This is an optimization exercise on Yosys and OpenROAD, whose aim is small area, a short achievable clock period and few clock cycles, not a production implementation. RTL that was checked went through simulation tests only; none was proved equivalent to the original.

==> wip/indigo: inputs <==
Design baton_relay_core, start of the top module:
module baton_relay_core (
    input  wire        clk,
    input  wire        rst,
    input  wire [63:0] cfg_turns_required,
    input  wire        cmd_valid,
    output wire        cmd_ready,
    input  wire [1:0]  cmd_op,
    input  wire [7:0]  cmd_seed,
    input  wire        rx_valid,
    output wire        rx_ready,
    input  wire [63:0] rx_data,
    input  wire [3:0]  rx_len,
    input  wire        rx_fin,
    input  wire        offer_valid,
    output wire        offer_ready,
    input  wire [15:0] offer_len,
    output wire        tx_valid,
    input  wire        tx_ready,
    output wire [63:0] tx_data,
    output wire [3:0]  tx_len,
    output wire        tx_fin,
    output wire        tx_last,
    output wire        idle,
    output wire [2:0]  state,
    output wire        role,
    output wire [7:0]  baton_out,
    output wire [7:0]  baton_in,
    output wire [63:0] turn_count,
    output wire [63:0] rx_byte_count,
    output wire [2:0]  close_code,
    output wire        dgram_ready,
    output wire [7:0]  dgram_value
);
export LEC_CHECK = 0
export CAP_MARGIN = 20
export CORE_MARGIN = 2
export CORE_UTILIZATION = 40
export SLEW_MARGIN = 20
create_clock -name core_clock -period 8.0 [get_ports {clk}]
run.sh (not shown) runs the stock make flow with config.mk's settings and CLKGATE_MAP_FILE= SYNTH_SCRIPT=/design/flow/synth_recipe.tcl, a recipe that flattens the netlist after the stock synthesis.
==> wip/zinc: changes against wip/indigo <==
--- a/flow/design.v
+++ b/flow/design.v
@@ -60,15 +60,18 @@
     reg        dgram_ready_r;
     reg [7:0]  dgram_value_r;
     reg [1:0]  dph;
     reg [13:0] rem;             
     reg        send_q;          
     reg [14:0] fl;              
-    reg [1:0]  hdr;             
-    reg [15:0] ol;              
     reg        tx_busy;
+    reg        last_r;          
+    reg [12:0] cnt;             
+    reg [3:0]  plen;            
+    reg        fin_o;           
+    reg [1:0]  hdr;             
     reg        turn_pend;
     wire in_idle = !tx_busy && !turn_pend;
     assign idle        = in_idle;
     assign cmd_ready   = in_idle;
     assign rx_ready    = in_idle;
     assign offer_ready = in_idle;
@@ -83,40 +86,37 @@
     assign dgram_ready   = dgram_ready_r;
     assign dgram_value   = dgram_value_r;
     wire active = (st != S_IDLE) && (st != S_CLOSED);
     wire cmd_go   = in_idle && cmd_valid;
     wire rx_go    = in_idle && !cmd_valid && rx_valid;
     wire offer_go = in_idle && !cmd_valid && !rx_valid && offer_valid;
-    wire       ol_lt8 = (ol[15:3] == 13'd0);
-    wire       fl_lt8 = (fl[14:3] == 12'd0);
-    wire       ol_le8 = ol_lt8 || (ol == 16'd8);
-    wire       fl_le8 = fl_lt8 || (fl == 15'd8);
-    wire [3:0] ol_c   = ol_lt8 ? {1'b0, ol[2:0]} : 4'd8;
-    wire [3:0] fl_c   = fl_lt8 ? {1'b0, fl[2:0]} : 4'd8;
-    wire       fl_first = (fl_c <= ol_c);
-    wire [3:0] beat_len = fl_first ? fl_c : ol_c;
-    wire       beat_last = ol_le8 || fl_le8;
-    wire       beat_fin  = fl_le8 && fl_first && (fl != 15'd0);
+    wire [3:0] beat_len = last_r ? plen : 4'd8;
+    wire       beat_fin = last_r && fin_o;
     reg [63:0] beat_data;
     integer i;
     always @(*) begin
         for (i = 0; i < 8; i = i + 1)
-            beat_data[i*8 +: 8] = (fl_le8 && (i + 1 >= fl_c)) ? baton_out_r : 8'd0;
+            beat_data[i*8 +: 8] = (beat_fin && (i + 1 >= plen)) ? baton_out_r : 8'd0;
         if (hdr[0]) beat_data[7:0]  = 8'h3f;
         if (hdr[1]) beat_data[15:0] = 16'hff7f;
     end
     assign tx_valid = tx_busy;
     assign tx_data  = beat_data;
     assign tx_len   = beat_len;
     assign tx_fin   = beat_fin;
-    assign tx_last  = beat_last;
+    assign tx_last  = last_r;
     wire beat_go = tx_busy && tx_ready;
-    wire        offer_writes = active && send_q && (offer_len != 16'd0);
+    wire [15:0] m = offer_len;
+    wire        offer_writes = active && send_q && (m != 16'd0);
     wire        choose = (fl == 15'd0);
-    wire [14:0] fl_choice = (baton_out_r == 8'd0) ? 15'd2 :
-                            (offer_len == 16'd1)  ? 15'd65 : 15'd16386;
+    wire [14:0] frame_left = !choose ? fl :
+                             (baton_out_r == 8'd0) ? 15'd2 :
+                             (m == 16'd1) ? 15'd65 : 15'd16386;
+    wire        covers = (m >= {1'b0, frame_left});
+    wire [15:0] w1 = (covers ? {1'b0, frame_left} : m) - 16'd1;    
+    wire [14:0] fl_after = frame_left - m[14:0];
     wire [7:0] b0 = rx_data[7:0];
     wire [7:0] b1 = rx_data[15:8];
     wire [3:0] n  = rx_len;
     reg [14:0] idx;
     always @(*) begin
         case (dph)
@@ -141,13 +141,16 @@
     wire [7:0]  b_corrupt  = b + 8'd31;
     wire [63:1] tc_inc     = tc_hi + 63'd1;
     wire [63:0] tc_peer    = role_r ? {tc_hi, 1'b1} : {tc_inc, 1'b0};
     wire        terminal   = (tc_peer >= turns_req);
     wire        corrupting = (turns_req == 64'd257) && (tc_peer >= 64'd4);
     wire        seq_error  = first_seen && (b != baton_out_r + 8'd1);
-    wire        arm_dgram  = ((b % 8'd7) == {7'd0, role_r});
+    wire [4:0]  m7a        = {2'd0, b[2:0]} + {2'd0, b[5:3]} + {3'd0, b[7:6]};
+    wire [3:0]  m7b        = {1'b0, m7a[2:0]} + {2'd0, m7a[4:3]};
+    wire        arm_dgram  = role_r ? (m7b == 4'd1 || m7b == 4'd8)
+                                    : (m7b == 4'd0 || m7b == 4'd7);
     wire [4:0]  rxb_lo   = {1'b0, rx_bytes[3:0]} + {1'b0, n};
     wire [63:4] rxb_hi1  = rx_bytes[63:4] + 60'd1;
     always @(posedge clk) begin
         if (rst) begin
             st            <= S_IDLE;
             role_r        <= 1'b0;
@@ -236,35 +239,42 @@
                 if (rx_turn)
                     turn_pend <= 1'b1;
             end
             if (offer_go) begin
                 tx_busy <= 1'b1;
                 hdr     <= 2'b00;
+                fin_o   <= 1'b0;
                 if (offer_writes) begin
-                    ol <= offer_len;
-                    if (choose) begin
-                        fl  <= fl_choice;
+                    cnt    <= w1[15:3];
+                    last_r <= (w1[15:3] == 13'd0);
+                    plen   <= {1'b0, w1[2:0]} + 4'd1;
+                    if (choose)
                         hdr <= (baton_out_r == 8'd0) ? 2'b00 :
-                               (offer_len == 16'd1) ? 2'b01 : 2'b10;
+                               (m == 16'd1) ? 2'b01 : 2'b10;
+                    if (covers) begin
+                        fin_o  <= 1'b1;
+                        fl     <= 15'd0;
+                        send_q <= 1'b0;
+                        dph    <= D_IDLE;
+                        if (st != S_DONE)
+                            st <= S_SENT;
+                    end else begin
+                        fl     <= fl_after;
                     end
                 end else begin
-                    ol <= 16'd0;
+                    cnt    <= 13'd0;
+                    last_r <= 1'b1;
+                    plen   <= 4'd0;
                 end
             end
             if (beat_go) begin
-                ol  <= ol - {12'd0, beat_len};
-                fl  <= fl - {11'd0, beat_len};
-                hdr <= 2'b00;
-                if (beat_last)
+                hdr    <= 2'b00;
+                cnt    <= cnt - 13'd1;
+                last_r <= (cnt == 13'd1);
+                if (last_r)
                     tx_busy <= 1'b0;
-                if (beat_fin) begin
-                    send_q <= 1'b0;
-                    dph    <= D_IDLE;
-                    if (st != S_DONE)
-                        st <= S_SENT;
-                end
             end
             if (turn_pend) begin
                 turn_pend <= 1'b0;
                 if (b == 8'd0) begin
                     st <= S_CLOSED;
                     cc <= CC_SUCCESS;
==> notes <==
- Synthesized cell count: wip/indigo is lower than wip/zinc (about 4%).
- In wip/zinc the register-to-register slack is higher than in wip/indigo, by 0.05 ns.
- In wip/indigo the final cell count is lower than in wip/zinc, by about 5%.
- Between wip/zinc and wip/indigo, the lower die area is in wip/indigo (gap about 4%, measured against wip/indigo).
- In wip/indigo the utilization is higher than in wip/zinc, by 0.44 points.
- Of wip/indigo and wip/zinc, wip/indigo has the higher clock skew (gap 0.0013 ns).
- Between wip/indigo and wip/zinc, the lower worst hold slack is in wip/zinc (gap 0.025 ns).
- Of wip/zinc and wip/indigo, wip/zinc has the higher flip-flop and latch count (gap 3).
Testbench counts of wip/indigo, summed over its fixed seeds: cycles 195,975.
No functional check of the RTL was part of wip/zinc.

==> trial 92 <==
Another version of the RTL of baton_relay_core (not shown whole).
Settings: LEC_CHECK=0, CAP_MARGIN=20, CORE_MARGIN=2, CORE_UTILIZATION=40, SETUP_SLACK_MARGIN=4.5, SLEW_MARGIN=20; clock period 8.0 ns.
standard.sh (not shown) runs the stock make flow with config.mk's settings and CLKGATE_MAP_FILE= SYNTH_SCRIPT=/design/flow/synth_recipe.tcl, a recipe that flattens the netlist after the stock synthesis.
==> flow/flow/run.sh <==
#!/bin/bash
# Standard layout, with every port buffered by the smallest buffer instead of
# the flow's default choice. Full make output goes to standard.log.
set -euo pipefail
export BUFFER_PORTS_ARGS="-buffer_cell sky130_fd_sc_hd__buf_1"
bash standard.sh finish > standard.log 2>&1
==> trial 40 (differences from trial 92) <==
Settings changed: SETUP_SLACK_MARGIN 4.5 to 5.0.
==> results.ini <==
[status]
status=timing/DRC/antenna clean

[final_layout]
final-clk-cell-share=0.04849
areaGrowthSynthToFinish_pct=32.85

[power]
total_power_mw=3.811
switchingPower_mw=1.032
pwr.group.clock_mw=1.67
peakVddDrop_mv=0.1808

[worst_setup_path]
reg2reg_depth=13
rr_startpoint=fl[3]

[global_route]
globalRouteTotalUtil=0.2649
grt_pass1_wl_um=99770
met3_usage=0.04477

[place]
pre_cts_ws_ns=3.318

[drt]
wl_met3_um=4381
routedLengthMet1_um=28240
wirelength_um=67710

[timing]
hold_slack_ns=0.4539

-- figures above: trial 40

==> results.ini <==
[final_layout]
areaGrowthSynthToFinish_pct=22.54

[status]
status=timing/DRC/antenna clean

[global_route]
met3_usage=0.03479
globalRouteTotalUtil=0.2573
grt_pass1_wl_um=96390

[place]
pre_cts_ws_ns=3.536

[drt]
routedLengthMet1_um=27990
wl_met3_um=3589

[worst_setup_path]
rr_startpoint=w[6]
reg2reg_depth=12

[power]
pwr.group.clock_mw=1.75
total_power_mw=3.835

-- figures above: trial 92

No run of this note included a check of the RTL's function; only the layout flow was run.

-- what the ideal ports hide --
Ports are ideal in the flow. The routed layouts listed here were re-timed in OpenROAD. Step 1, drivers: a clkbuf_16 drives clk and a buf_2 each remaining input, both assumed. Step 2, shift: input delay + t, output delay - t, t = (earliest + latest rising clock arrival at the registers) / 2. This alone moves slack from input paths to output paths. a / b / c = no drivers / after step 1 / after step 2; a / b = the first two.
run | shift t [ns] | setup WS [ns] | worst setup path at the end | worst register clock-pin slew, ns | worst slew at a driven data input, ns
wip/indigo | 0.612 | 1.105 / 1.045 / 1.657 | register to output | 0.06 / 0.06 | 0.08
wip/zinc | 0.605 | 1.185 / 1.215 / 0.610 | input to register | 0.06 / 0.06 | 0.11
trial 92 | 0.609 | 4.223 / 4.246 / 3.638 | input to register | 0.06 / 0.06 | 0.09
trial 40 | 0.624 | 4.162 / 4.186 / 3.562 | input to register | 0.06 / 0.06 | 0.10
After both steps every run listed still meets setup and hold. The setup slack of trial 40, which loses most, moves by +0.024 ns with the drivers and by -0.600 ns with both steps.
